What follows belongs to an exercise in optimizing a design on an open flow for small area; a production flow would make more cautious choices.
Only simulation tests tie the RTL to the original design; equivalence was not proved.
Power figures rest on the tool's default switching activity, not on a simulated workload.

==> run D: inputs <==
## tap_core
module tap_core (
    input  wire         clk,
    input  wire         rst,
    input  wire         frame,
    input  wire         c,
    input  wire         t,
    input  wire         h,
    output wire         ev_valid,
    output wire         ev_kind,
    output wire [127:0] ev_to_target,
    output wire [127:0] ev_to_host,
    output wire [3:0]   ev_instr,
    output wire [1:0]   fault
);
==> module tap_core, before the edit <==
module tap_core (
    input  wire         clk,
    input  wire         rst,
    input  wire         frame,
    input  wire         c,
    input  wire         t,
    input  wire         h,
    output wire         ev_valid,
    output wire         ev_kind,
    output wire [127:0] ev_to_target,
    output wire [127:0] ev_to_host,
    output wire [3:0]   ev_instr,
    output wire [1:0]   fault
);
    localparam W = 128;
    localparam RTI = 4'd0;
    reg  [3:0] tap;
    reg        halted;
    wire [3:0] tap_next;
    reg  [7:0] len;
    reg        ir_hi;
    reg  [W-1:0] tt, th;
    wire step     = frame && !halted;
    wire at_cap   = (tap[2:0] == 3'd1);
    wire at_sh    = (tap[2:0] == 3'd3);
    wire overflow = step && at_sh && len[7];
    wire commit   = step && !overflow;
    wire cap      = commit && at_cap;
    wire sh       = commit && at_sh;
    wire sh_dr    = sh && !tap[3];
    wire sh_ir    = sh && tap[3];
    tap_fsm u_fsm (
        .state (tap),
        .c     (c),
        .next  (tap_next)
    );
    always @(posedge clk) begin
        if (rst) begin
            tap    <= RTI;
            halted <= 1'b0;
        end else begin
            if (overflow) halted <= 1'b1;
            if (commit)   tap    <= tap_next;
        end
    end
    always @(posedge clk) begin
        if (cap)     len <= 8'd0;
        else if (sh) len <= len + 1'b1;
        if (cap)     ir_hi <= 1'b0;
        else if (sh_ir && t && hi_n[0]) ir_hi <= 1'b1;    
    end
    wire tt_move = sh_dr;
    wire tt_keep = !cap && !sh_dr;
    wire th_move = sh_ir;
    wire th_keep = !cap && !sh_ir;
    wire [7:0]  tt_lo_n, th_lo_n;
    wire [15:0] hi_n;
    pos_dec u_pos (
        .len     (len[6:0]),
        .tt_set  (sh_ir && t),
        .th_set  (sh_dr && h),
        .tt_lo_n (tt_lo_n),
        .th_lo_n (th_lo_n),
        .hi_n    (hi_n)
    );
    wire [W:0]   tt_in = {tt, t};
    wire [W:0]   th_in = {th, h};
    wire [W-1:0] tt_n, th_n;
    genvar i;
    generate
        for (i = 0; i < W; i = i + 1) begin : g_bit
            shift_field u_tt (.move(tt_move), .prev(tt_in[i]), .keep(tt_keep), .bit_q(tt[i]),
                              .lo_n(tt_lo_n[i % 8]), .hi_n(hi_n[i / 8]), .next(tt_n[i]));
            shift_field u_th (.move(th_move), .prev(th_in[i]), .keep(th_keep), .bit_q(th[i]),
                              .lo_n(th_lo_n[i % 8]), .hi_n(hi_n[i / 8]), .next(th_n[i]));
        end
    endgenerate
    always @(posedge clk) begin
        tt <= tt_n;
        th <= th_n;
    end
    ir_decode u_dec (
        .value (tt[7:0]),
        .hi_nz (ir_hi),
        .code  (ev_instr)
    );
    assign ev_valid     = step && (tap[2:0] == 3'd7);
    assign ev_kind      = tap[3];
    assign ev_to_target = tt;
    assign ev_to_host   = th;
    assign fault        = {halted, 1'b0};
endmodule
export LEC_CHECK = 0
export CAP_MARGIN = 20
export CORE_MARGIN = 2
export CORE_UTILIZATION = 40
export SLEW_MARGIN = 20
export SYNTH_HIERARCHICAL = 1
export SYNTH_MINIMUM_KEEP_SIZE = 0
create_clock -name core_clock -period 10.0 [get_ports {clk}]
standard.sh (not shown) runs the stock make flow with config.mk's settings and CLKGATE_MAP_FILE= SYNTH_SCRIPT=/design/flow/synth_recipe.tcl, a recipe that flattens the netlist after the stock synthesis.
==> flow/flow/run.sh <==
#!/bin/bash
# The standard layout (the standard.sh, standard synthesis included),
# with two changes to how it is built:
#  - the port buffers are the smallest buffer cell, not the one buffer_ports
#    picks by default;
#  - the clock tree uses small leaf buffers (clkbuf_4) in clusters of at most
#    10 flip-flops, clkbuf_8 above them, and no dummy loads.
# All of make's output goes to standard_make.log; ORFS keeps each step's own
# log under orfs/logs/.
set -uo pipefail
bash standard.sh \
  "BUFFER_PORTS_ARGS=-buffer_cell sky130_fd_sc_hd__buf_1" \
  "CTS_ARGS=-sink_clustering_enable -repair_clock_nets -dont_use_dummy_load -root_buf sky130_fd_sc_hd__clkbuf_8 -buf_list sky130_fd_sc_hd__clkbuf_4 -sink_clustering_size 10 -sink_clustering_max_diameter 50" \
  finish > standard_make.log 2>&1
rc=$?
tail -n 40 standard_make.log
exit $rc
==> run E (differences from run D) <==
--- a/flow/design.v
+++ b/flow/design.v
@@ -141,52 +141,56 @@
     output wire [1:0]   fault
 );
     localparam W = 128;
-    localparam RTI = 4'd0;
     reg  [3:0] tap;
     reg        halted;
     wire [3:0] tap_next;
+    wire [15:0] hi_n;
     reg  [7:0] len;
     reg        ir_hi;
     reg  [W-1:0] tt, th;
-    wire step     = frame && !halted;
-    wire at_cap   = (tap[2:0] == 3'd1);
-    wire at_sh    = (tap[2:0] == 3'd3);
-    wire overflow = step && at_sh && len[7];
-    wire commit   = step && !overflow;
-    wire cap      = commit && at_cap;
-    wire sh       = commit && at_sh;
-    wire sh_dr    = sh && !tap[3];
-    wire sh_ir    = sh && tap[3];
+    wire [3:0] tap_n;
+    wire [7:0] len_n;
+    wire       halted_n, ir_hi_n;
+    wire       tt_move, tt_keep, th_move, th_keep, tt_set, th_set;
     tap_fsm u_fsm (
         .state (tap),
         .c     (c),
         .next  (tap_next)
     );
+    tap_ctrl u_ctrl (
+        .tap      (tap),
+        .tap_next (tap_next),
+        .halted   (halted),
+        .len      (len),
+        .ir_hi    (ir_hi),
+        .hi_pos   (hi_n[0]),    
+        .rst      (rst),
+        .frame    (frame),
+        .t        (t),
+        .h        (h),
+        .tap_n    (tap_n),
+        .halted_n (halted_n),
+        .len_n    (len_n),
+        .ir_hi_n  (ir_hi_n),
+        .tt_move  (tt_move),
+        .tt_keep  (tt_keep),
+        .th_move  (th_move),
+        .th_keep  (th_keep),
+        .tt_set   (tt_set),
+        .th_set   (th_set),
+        .ev_valid (ev_valid)
+    );
     always @(posedge clk) begin
-        if (rst) begin
-            tap    <= RTI;
-            halted <= 1'b0;
-        end else begin
-            if (overflow) halted <= 1'b1;
-            if (commit)   tap    <= tap_next;
-        end
+        tap    <= tap_n;
+        halted <= halted_n;
+        len    <= len_n;
+        ir_hi  <= ir_hi_n;
     end
-    always @(posedge clk) begin
-        if (cap)     len <= 8'd0;
-        else if (sh) len <= len + 1'b1;
-        if (cap)     ir_hi <= 1'b0;
-        else if (sh_ir && t && hi_n[0]) ir_hi <= 1'b1;    
-    end
-    wire tt_move = sh_dr;
-    wire tt_keep = !cap && !sh_dr;
-    wire th_move = sh_ir;
-    wire th_keep = !cap && !sh_ir;
     wire [7:0]  tt_lo_n, th_lo_n;
-    wire [15:0] hi_n;
     pos_dec u_pos (
         .len     (len[6:0]),
-        .tt_set  (sh_ir && t),
-        .th_set  (sh_dr && h),
+        .tt_set  (tt_set),
+        .th_set  (th_set),
         .tt_lo_n (tt_lo_n),
         .th_lo_n (th_lo_n),
         .hi_n    (hi_n)
@@ -212,9 +216,111 @@
         .hi_nz (ir_hi),
         .code  (ev_instr)
     );
-    assign ev_valid     = step && (tap[2:0] == 3'd7);
     assign ev_kind      = tap[3];
     assign ev_to_target = tt;
     assign ev_to_host   = th;
     assign fault        = {halted, 1'b0};
 endmodule
+module tap_ctrl (
+    input  wire [3:0] tap,
+    input  wire [3:0] tap_next,
+    input  wire       halted,
+    input  wire [7:0] len,
+    input  wire       ir_hi,
+    input  wire       hi_pos,
+    input  wire       rst,
+    input  wire       frame,
+    input  wire       t,
+    input  wire       h,
+    output wire [3:0] tap_n,
+    output wire       halted_n,
+    output wire [7:0] len_n,
+    output wire       ir_hi_n,
+    output wire       tt_move,
+    output wire       tt_keep,
+    output wire       th_move,
+    output wire       th_keep,
+    output wire       tt_set,
+    output wire       th_set,
+    output wire       ev_valid
+);
+    wire frame_n, step, step_n, tap0_n, col, cap, at_sh_n, len7_n, sh, sh_n, ovf, commit;
+    wire sh_dr, sh_ir, ihx;
+    g_inv   g_fn   (.a(frame), .y(frame_n));
+    g_nor2  g_step (.a(frame_n), .b(halted), .y(step));             
+    g_inv   g_t0n  (.a(tap[0]), .y(tap0_n));
+    g_nor2  g_col  (.a(tap[2]), .b(tap0_n), .y(col));               
+    g_andn3 g_cap  (.a_n(tap[1]), .b(step), .c(col), .y(cap));      
+    g_nand3 g_atsh (.a(step), .b(col), .c(tap[1]), .y(at_sh_n));    
+    g_inv   g_l7n  (.a(len[7]), .y(len7_n));
+    g_nor2  g_sh   (.a(at_sh_n), .b(len[7]), .y(sh));
+    g_nor2  g_ovf  (.a(at_sh_n), .b(len7_n), .y(ovf));
+    g_inv   g_stn  (.a(step), .y(step_n));
+    g_nor2  g_cmt  (.a(step_n), .b(ovf), .y(commit));               
+    g_inv   g_shn  (.a(sh), .y(sh_n));
+    g_nor2  g_shd  (.a(sh_n), .b(tap[3]), .y(sh_dr));
+    g_and2  g_shi  (.a(sh), .b(tap[3]), .y(sh_ir));
+    g_nor2  g_ttk  (.a(cap), .b(sh_dr), .y(tt_keep));
+    g_nor2  g_thk  (.a(cap), .b(sh_ir), .y(th_keep));
+    g_and2  g_tts  (.a(sh_ir), .b(t), .y(tt_set));
+    g_and2  g_ths  (.a(sh_dr), .b(h), .y(th_set));
+    g_and4  g_ev   (.a(step), .b(tap[2]), .c(tap[1]), .d(tap[0]), .y(ev_valid));
+    assign tt_move = sh_dr;
+    assign th_move = sh_ir;
+    wire hl_n;
+    g_nor2 g_hl0 (.a(halted), .b(ovf), .y(hl_n));
+    g_nor2 g_hl1 (.a(rst), .b(hl_n), .y(halted_n));
+    g_a21oi g_ih0 (.a1(tt_set), .a2(hi_pos), .b1(ir_hi), .y(ihx));
+    g_nor2  g_ih1 (.a(cap), .b(ihx), .y(ir_hi_n));
+    genvar i;
+    generate
+        for (i = 0; i < 4; i = i + 1) begin : g_tap
+            wire m_n;
+            g_mux2i g_m (.s(commit), .a0(tap[i]), .a1(tap_next[i]), .y(m_n));
+            g_nor2  g_r (.a(rst), .b(m_n), .y(tap_n[i]));
+        end
+    endgenerate
+    wire [7:0] cy;
+    assign cy[0] = sh;
+    generate
+        for (i = 0; i < 7; i = i + 1) begin : g_len
+            wire x;
+            g_xnor2 g_x (.a(len[i]), .b(cy[i]), .y(x));
+            g_nor2  g_c (.a(cap), .b(x), .y(len_n[i]));
+            g_and2  g_y (.a(len[i]), .b(cy[i]), .y(cy[i+1]));
+        end
+    endgenerate
+    wire l7_n;
+    g_nor2 g_l7a (.a(len[7]), .b(cy[7]), .y(l7_n));
+    g_nor2 g_l7b (.a(cap), .b(l7_n), .y(len_n[7]));
+endmodule
+module g_nor2 (input wire a, input wire b, output wire y);
+    assign y = !(a | b);
+endmodule
+module g_and2 (input wire a, input wire b, output wire y);
+    assign y = a & b;
+endmodule
+module g_inv (input wire a, output wire y);
+    assign y = !a;
+endmodule
+module g_nand3 (input wire a, input wire b, input wire c, output wire y);
+    assign y = !(a & b & c);
+endmodule
+module g_and3 (input wire a, input wire b, input wire c, output wire y);
+    assign y = a & b & c;
+endmodule
+module g_andn3 (input wire a_n, input wire b, input wire c, output wire y);
+    assign y = !a_n & b & c;
+endmodule
+module g_and4 (input wire a, input wire b, input wire c, input wire d, output wire y);
+    assign y = a & b & c & d;
+endmodule
+module g_xnor2 (input wire a, input wire b, output wire y);
+    assign y = !(a ^ b);
+endmodule
+module g_a21oi (input wire a1, input wire a2, input wire b1, output wire y);
+    assign y = !((a1 & a2) | b1);
+endmodule
+module g_mux2i (input wire s, input wire a0, input wire a1, output wire y);
+    assign y = !(s ? a1 : a0);
+endmodule
==> qor summary <==
	run E	run D
Maximum clock frequency	0.197 GHz	0.202 GHz
Total area of multi-input combinational cells	0.00442 sq mm	0.00449 sq mm
Transition time at the pin with the least slew margin	1.14 ns	1.01 ns
Via count of the first global-routing pass	8,308	8,393
Via density per instance	5.86	5.91
GRT Total Usage	23.7%	23.8%
Static Leak	4.05 nW	4.07 nW
Clock network fraction of design power	32.8%	32.7%
Count of non-CTS inverters in the layout	7	3
Yosys top cell area share	54.9%	54.5%
Compound-gate portion of the synthesized area	27.5%	27.8%
HPWL reported at the end of detailed placement	19,900 um	20,300 um
Outcome	no timing/DRC/antenna violations	no timing/DRC/antenna violations
WHS Endpoint	tt[22]	th[12]
Reg2Reg Launch Point	tap[0]	tap[2]
Power share of the combinational group	0.9%	1.8%

re-timing with driven ports:
Ports are ideal in the flow. The routed layouts listed here were re-timed in OpenROAD.
Step 1 (the two cells are an assumption about what drives the block):
set clk [get_ports {clk}]
set_driving_cell -lib_cell sky130_fd_sc_hd__clkbuf_16 $clk
set_driving_cell -lib_cell sky130_fd_sc_hd__buf_2 [delete_from_list [all_inputs] $clk]
Step 2, shift: input delay + t, output delay - t, t = (earliest + latest rising clock arrival at the registers) / 2. This alone moves slack from input paths to output paths.
a / b / c = ideal / step 1 / step 2; a / b = the first two.
run | t, ns | setup WS [ns] | worst register clock-pin slew, ns | pins driven straight from the clock port
run D | 0.547 | 5.039 / 4.993 / 5.227 | 0.12 / 0.12 | 1
run E | 0.545 | 4.923 / 4.880 / 5.341 | 0.11 / 0.11 | 1
After both steps every run listed still meets setup and hold.
